Background: an optimization exercise with open tools, aiming at small area, a short achievable clock period and few clock cycles per item. Do not read the settings as production practice.
The RTL was checked by simulation tests, not by an equivalence proof against the original design.
No activity file was given, so power comes from the tool's default toggle rates.

== east ==
==> flow/design.v <==
module rtp_h264_depkt (
    input  wire       clk,
    input  wire       rst,
    input  wire       cfg_strict_f,
    input  wire       cfg_zero_byte,
    input  wire       in_valid,
    output wire       in_ready,
    input  wire [7:0] in_data,
    input  wire       in_last,
    output reg        out_valid,
    input  wire       out_ready,
    output reg  [7:0] out_data,
    output wire       res_valid,
    output reg  [2:0] res_cause,
    output reg  [4:0] res_flags
);
    localparam [2:0] C_OK         = 3'd0;
    localparam [2:0] C_SHORT      = 3'd1;
    localparam [2:0] C_FBIT       = 3'd2;
    localparam [2:0] C_TRUNC_DON  = 3'd3;
    localparam [2:0] C_TRUNC_SIZE = 3'd4;
    localparam [2:0] C_TRUNC_EXTRA= 3'd5;
    localparam [2:0] C_ZERO_SIZE  = 3'd6;
    localparam [2:0] C_TRUNC_UNIT = 3'd7;
    localparam [3:0] S_IDLE    = 4'd0;    
    localparam [3:0] S_FU_HDR  = 4'd1;    
    localparam [3:0] S_COPY    = 4'd2;    
    localparam [3:0] S_SZ0     = 4'd3;    
    localparam [3:0] S_SZ1     = 4'd4;    
    localparam [3:0] S_UHDR    = 4'd5;    
    localparam [3:0] S_UNIT    = 4'd6;    
    localparam [3:0] S_UNIT_F  = 4'd7;    
    localparam [3:0] S_FUB_DON = 4'd8;    
    localparam [3:0] S_AG_DON  = 4'd9;    
    localparam [3:0] S_EXT     = 4'd10;   
    localparam [3:0] S_DRAIN   = 4'd11;   
    reg  [3:0]  state;
    reg         first;       
    reg  [7:0]  hdr;         
    reg         mtap;        
    reg         m24;         
    reg  [1:0]  cnt;         
    reg         ow_z2, ow_z1, ow_01, ow_h;
    reg  [15:0] remain;      
    reg         rem1;        
    reg         szz;         
    reg         hi0;         
    reg  [4:0]  sflags;      
    reg         res_pend;    
    function [4:0] classify(input [4:0] ty);
        case (ty)
            5'd1: classify = 5'b01000;
            5'd5: classify = 5'b10000;
            5'd6: classify = 5'b00100;
            5'd7: classify = 5'b00001;
            5'd8: classify = 5'b00010;
            default: classify = 5'b00000;
        endcase
    endfunction
    wire [4:0] t0 = in_data[4:0];
    wire t_single = (t0 != 5'd0) && !(t0[4] && t0[3]);
    wire zb_app   = cfg_zero_byte && ((t0 == 5'd6) || (t0 == 5'd7) || (t0 == 5'd8));
    wire uf       = cfg_strict_f && in_data[7];
    wire d_zero   = (in_data == 8'd0);
    wire sz_z     = hi0 && d_zero;
    wire st_idle  = (state == S_IDLE);
    wire st_uhdr  = (state == S_UHDR);
    wire o_free   = !out_valid || out_ready;    
    assign in_ready  = !ow_h && o_free;
    wire   take      = in_valid && in_ready;
    assign res_valid = res_pend && !ow_h && o_free;
    reg       push;
    reg [7:0] push_val;
    always @(*) begin
        push     = 1'b0;
        push_val = in_data;
        case (state)
            S_IDLE:   begin push = t_single;   push_val = 8'h00; end
            S_FU_HDR: begin push = in_data[7]; push_val = 8'h00; end
            S_SZ0, S_SZ1: begin push = 1'b1;   push_val = 8'h00; end
            S_UHDR:   begin push = 1'b1;       push_val = {7'd0, !zb_app}; end
            S_COPY, S_UNIT, S_UNIT_F: push = 1'b1;
            default: ;
        endcase
    end
    reg [2:0] cause;
    always @(*) begin
        case (state)
            S_FUB_DON: cause = cnt[0] ? C_OK : C_TRUNC_DON;
            S_SZ0:     cause = C_TRUNC_SIZE;
            S_SZ1:     cause = mtap ? C_TRUNC_EXTRA : sz_z ? C_ZERO_SIZE : C_TRUNC_UNIT;
            S_EXT:     cause = (cnt != 2'd3) ? C_TRUNC_EXTRA : szz ? C_ZERO_SIZE : C_TRUNC_UNIT;
            S_UHDR:    cause = !rem1 ? C_TRUNC_UNIT : uf ? C_FBIT : C_OK;
            S_UNIT:    cause = !rem1 ? C_TRUNC_UNIT : C_OK;
            S_UNIT_F:  cause = !rem1 ? C_TRUNC_UNIT : C_FBIT;
            S_DRAIN:   cause = {cnt[0], cnt[0] | cnt[1], 1'b0};
            default:   cause = C_OK;
        endcase
        if (st_idle || first)
            cause = C_SHORT;
    end
    wire [4:0] flags_now = st_uhdr ? (sflags | classify(t0)) : sflags;
    wire in_body = st_uhdr || state == S_UNIT || state == S_UNIT_F;
    always @(posedge clk) begin
        if (o_free)
            out_data <= ow_h ? ((ow_z1 || ow_z2) ? 8'h00 : ow_01 ? 8'h01 : hdr) : push_val;
        if (st_idle && !ow_h) begin
            hdr    <= in_data;
            mtap   <= (t0 == 5'd26) || (t0 == 5'd27);
            m24    <= (t0 == 5'd27) || (t0 == 5'd29);
            sflags <= classify(t0);
        end
        if (state == S_FU_HDR) begin
            hdr[4:0] <= t0;
            sflags   <= in_data[7] ? classify(t0) : 5'd0;
        end
        if (st_uhdr) begin
            hdr <= in_data;
            if (in_valid)
                sflags <= flags_now;
        end
        if (state == S_SZ0) begin
            remain[15:8] <= in_data;
            hi0          <= d_zero;
        end
        if (state == S_SZ1) begin
            remain[7:0] <= in_data;
            rem1        <= hi0 && (in_data == 8'd1);
            szz         <= sz_z;
        end
        if (in_body && take) begin
            remain <= remain - 16'd1;
            rem1   <= (remain == 16'd2);
        end
        if (take && in_last) begin
            res_cause <= cause;
            res_flags <= (cause == C_OK) ? flags_now : 5'd0;
        end
    end
    always @(posedge clk) begin
        if (rst) begin
            state     <= S_IDLE;
            out_valid <= 1'b0;
            res_pend  <= 1'b0;
            {ow_z2, ow_z1, ow_01, ow_h} <= 4'b0000;
        end else begin
            if (out_ready)
                out_valid <= 1'b0;
            if (res_valid)
                res_pend <= 1'b0;
            if (ow_h && o_free) begin
                out_valid <= 1'b1;
                {ow_z2, ow_z1, ow_01, ow_h} <= {1'b0, ow_z2, ow_z1, ow_01};
            end
            if (take) begin
                if (push)
                    out_valid <= 1'b1;
                first <= st_idle;
                case (state)
                    S_IDLE: begin
                        cnt <= 2'd0;
                        if (uf) begin
                            cnt   <= 2'd2;
                            state <= S_DRAIN;
                        end else if (t_single) begin
                            {ow_z2, ow_z1, ow_01, ow_h} <= {zb_app, 3'b111};
                            state <= S_COPY;
                        end else if (t0 == 5'd24)
                            state <= S_SZ0;
                        else if (t0 == 5'd25 || t0 == 5'd26 || t0 == 5'd27)
                            state <= S_AG_DON;
                        else if (t0 == 5'd28 || t0 == 5'd29)
                            state <= S_FU_HDR;
                        else
                            state <= S_DRAIN;
                    end
                    S_FU_HDR: begin
                        if (in_data[7])
                            {ow_z2, ow_z1, ow_01, ow_h} <= 4'b0111;
                        state <= m24 ? S_FUB_DON : S_COPY;
                    end
                    S_FUB_DON: begin
                        cnt <= 2'd1;
                        if (cnt[0])
                            state <= S_COPY;
                    end
                    S_AG_DON: begin
                        cnt <= 2'd1;
                        if (cnt[0])
                            state <= S_SZ0;
                    end
                    S_SZ0:
                        state <= S_SZ1;
                    S_SZ1: begin
                        cnt <= m24 ? 2'd0 : 2'd1;
                        if (mtap)
                            state <= S_EXT;
                        else if (sz_z) begin
                            cnt   <= 2'd1;
                            state <= S_DRAIN;
                        end else
                            state <= S_UHDR;
                    end
                    S_EXT: begin
                        cnt <= cnt + 2'd1;
                        if (cnt == 2'd3) begin
                            if (szz) begin
                                cnt   <= 2'd1;
                                state <= S_DRAIN;
                            end else
                                state <= S_UHDR;
                        end
                    end
                    S_UHDR, S_UNIT, S_UNIT_F: begin
                        if (st_uhdr)
                            {ow_z2, ow_z1, ow_01, ow_h} <= {2'b00, zb_app, 1'b1};
                        if (rem1) begin
                            if (st_uhdr ? uf : (state == S_UNIT_F)) begin
                                cnt   <= 2'd2;
                                state <= S_DRAIN;
                            end else
                                state <= S_SZ0;
                        end else if (st_uhdr)
                            state <= uf ? S_UNIT_F : S_UNIT;
                    end
                    default: ;
                endcase
                if (in_last) begin
                    state    <= S_IDLE;
                    res_pend <= 1'b1;
                end
            end
        end
    end
endmodule
clock: 5.0 ns
lec_check: 0
cap_margin: 20
core_margin: 2
core_utilization: 40
setup_slack_margin: 2.5
slew_margin: 20
run.sh (not shown) runs the stock make flow with config.mk's settings and CLKGATE_MAP_FILE= SYNTH_SCRIPT=/design/flow/synth_recipe.tcl, a recipe that flattens the netlist after the stock synthesis.
Testbench counts of east, summed over its fixed seeds: cycles 180,227, in bytes 177,094.
The following lists how middle was set up differently from east:
-- flow/design.v --
<<< east, line 13
    output wire       res_valid,
    output reg  [2:0] res_cause,
    output reg  [4:0] res_flags
);
    localparam [2:0] C_OK         = 3'd0;
>>> middle, line 13
    output wire       res_valid,
    output reg  [2:0] res_cause,
    output wire [4:0] res_flags
);
    localparam [2:0] C_OK         = 3'd0;
<<< east, line 43
    reg         ow_z2, ow_z1, ow_01, ow_h;
    reg  [15:0] remain;      
    reg         rem1;        
    reg         szz;         
    reg         hi0;         
    reg  [4:0]  sflags;      
    reg         res_pend;    
    function [4:0] classify(input [4:0] ty);
        case (ty)
>>> middle, line 43
    reg         ow_z2, ow_z1, ow_01, ow_h;
    reg  [15:0] remain;      
    reg  [4:0]  sflags;      
    reg         res_pend;    
    reg         res_ok;      
    function [4:0] classify(input [4:0] ty);
        case (ty)
<<< east, line 63
    wire uf       = cfg_strict_f && in_data[7];
    wire d_zero   = (in_data == 8'd0);
    wire sz_z     = hi0 && d_zero;
    wire st_idle  = (state == S_IDLE);
    wire st_uhdr  = (state == S_UHDR);
    wire o_free   = !out_valid || out_ready;    
    assign in_ready  = !ow_h && o_free;
    wire   take      = in_valid && in_ready;
    assign res_valid = res_pend && !ow_h && o_free;
    reg       push;
    reg [7:0] push_val;
>>> middle, line 61
    wire uf       = cfg_strict_f && in_data[7];
    wire d_zero   = (in_data == 8'd0);
    wire hi0      = (remain[15:8] == 8'd0);
    wire rem1     = (remain == 16'd1);
    wire szz      = (remain == 16'd0);
    wire sz_z     = hi0 && d_zero;
    wire st_idle  = (state == S_IDLE);
    wire st_uhdr  = (state == S_UHDR);
    wire o_free   = !out_valid || out_ready;    
    wire   rdy_r     = !ow_h;
    wire   res_r     = res_pend && !ow_h;
    assign in_ready  = (rdy_r && !out_valid) || (rdy_r && out_ready);
    wire   take      = in_valid && in_ready;
    assign res_valid = (res_r && !out_valid) || (res_r && out_ready);
    assign res_flags = res_ok ? sflags : 5'd0;
    reg       push;
    reg [7:0] push_val;
<<< east, line 109
            mtap   <= (t0 == 5'd26) || (t0 == 5'd27);
            m24    <= (t0 == 5'd27) || (t0 == 5'd29);
            sflags <= classify(t0);
        end
        if (state == S_FU_HDR) begin
            hdr[4:0] <= t0;
>>> middle, line 113
            mtap   <= (t0 == 5'd26) || (t0 == 5'd27);
            m24    <= (t0 == 5'd27) || (t0 == 5'd29);
        end
        if (st_idle && take)
            sflags <= classify(t0);
        if (state == S_FU_HDR) begin
            hdr[4:0] <= t0;
<<< east, line 120
                sflags <= flags_now;
        end
        if (state == S_SZ0) begin
            remain[15:8] <= in_data;
            hi0          <= d_zero;
        end
        if (state == S_SZ1) begin
            remain[7:0] <= in_data;
            rem1        <= hi0 && (in_data == 8'd1);
            szz         <= sz_z;
        end
        if (in_body && take) begin
            remain <= remain - 16'd1;
            rem1   <= (remain == 16'd2);
        end
        if (take && in_last) begin
            res_cause <= cause;
            res_flags <= (cause == C_OK) ? flags_now : 5'd0;
        end
    end
>>> middle, line 125
                sflags <= flags_now;
        end
        if (state == S_SZ0)
            remain[15:8] <= in_data;
        if (state == S_SZ1)
            remain[7:0] <= in_data;
        if (in_body && take)
            remain <= remain - 16'd1;
        if (take && in_last) begin
            res_cause <= cause;
            res_ok    <= (cause == C_OK);
        end
    end
## What came out
- middle vs east: flip-flop and latch count down by more than 10%
- Standby leakage power was lower in middle than in east.
- Diff east -> middle | instance count after placement with tap cells included | decrease of 4.2%
- Comparing east and middle, the lower layout buffer count excluding clock buffers was measured on east.
- The reported max-cap violation count was comparable across east and middle.
- Compare east and middle | clock power lower: middle
- As of middle, cell count after synthesis had fallen by a few percent compared to east.
Testbench counts of middle, summed over its fixed seeds: cycles 180,227, in bytes 177,094.

## re-timing with driven ports
No port has a modelled driver above. Below, the same layouts with a new extraction and two added sets of constraints.
Step 1 sets driving cells, clkbuf_16 on the clock port and buf_2 on the other inputs (assumed; they add their load-dependent delay and slew).
Step 2 times the ports against the registers' clock, not the clock port: input delays grow and output delays shrink by t, the midpoint of the rising clock arrivals with the driver on.
Slacks: no drivers / after step 1 / after step 2; pairs: no drivers / after step 1.
| run | shift t [ns] | setup slack, ns | worst setup path after step 2 |
|---|---|---|---|
| east | 0.376 | 2.437 / 2.405 / 2.192 | input to register |
| middle | 0.339 | 2.321 / 2.289 / 2.197 | input to register |
After both steps every run listed still meets setup and hold. For east, which loses most, drivers alone change the setup slack by -0.032 ns; drivers and shift together by -0.245 ns.
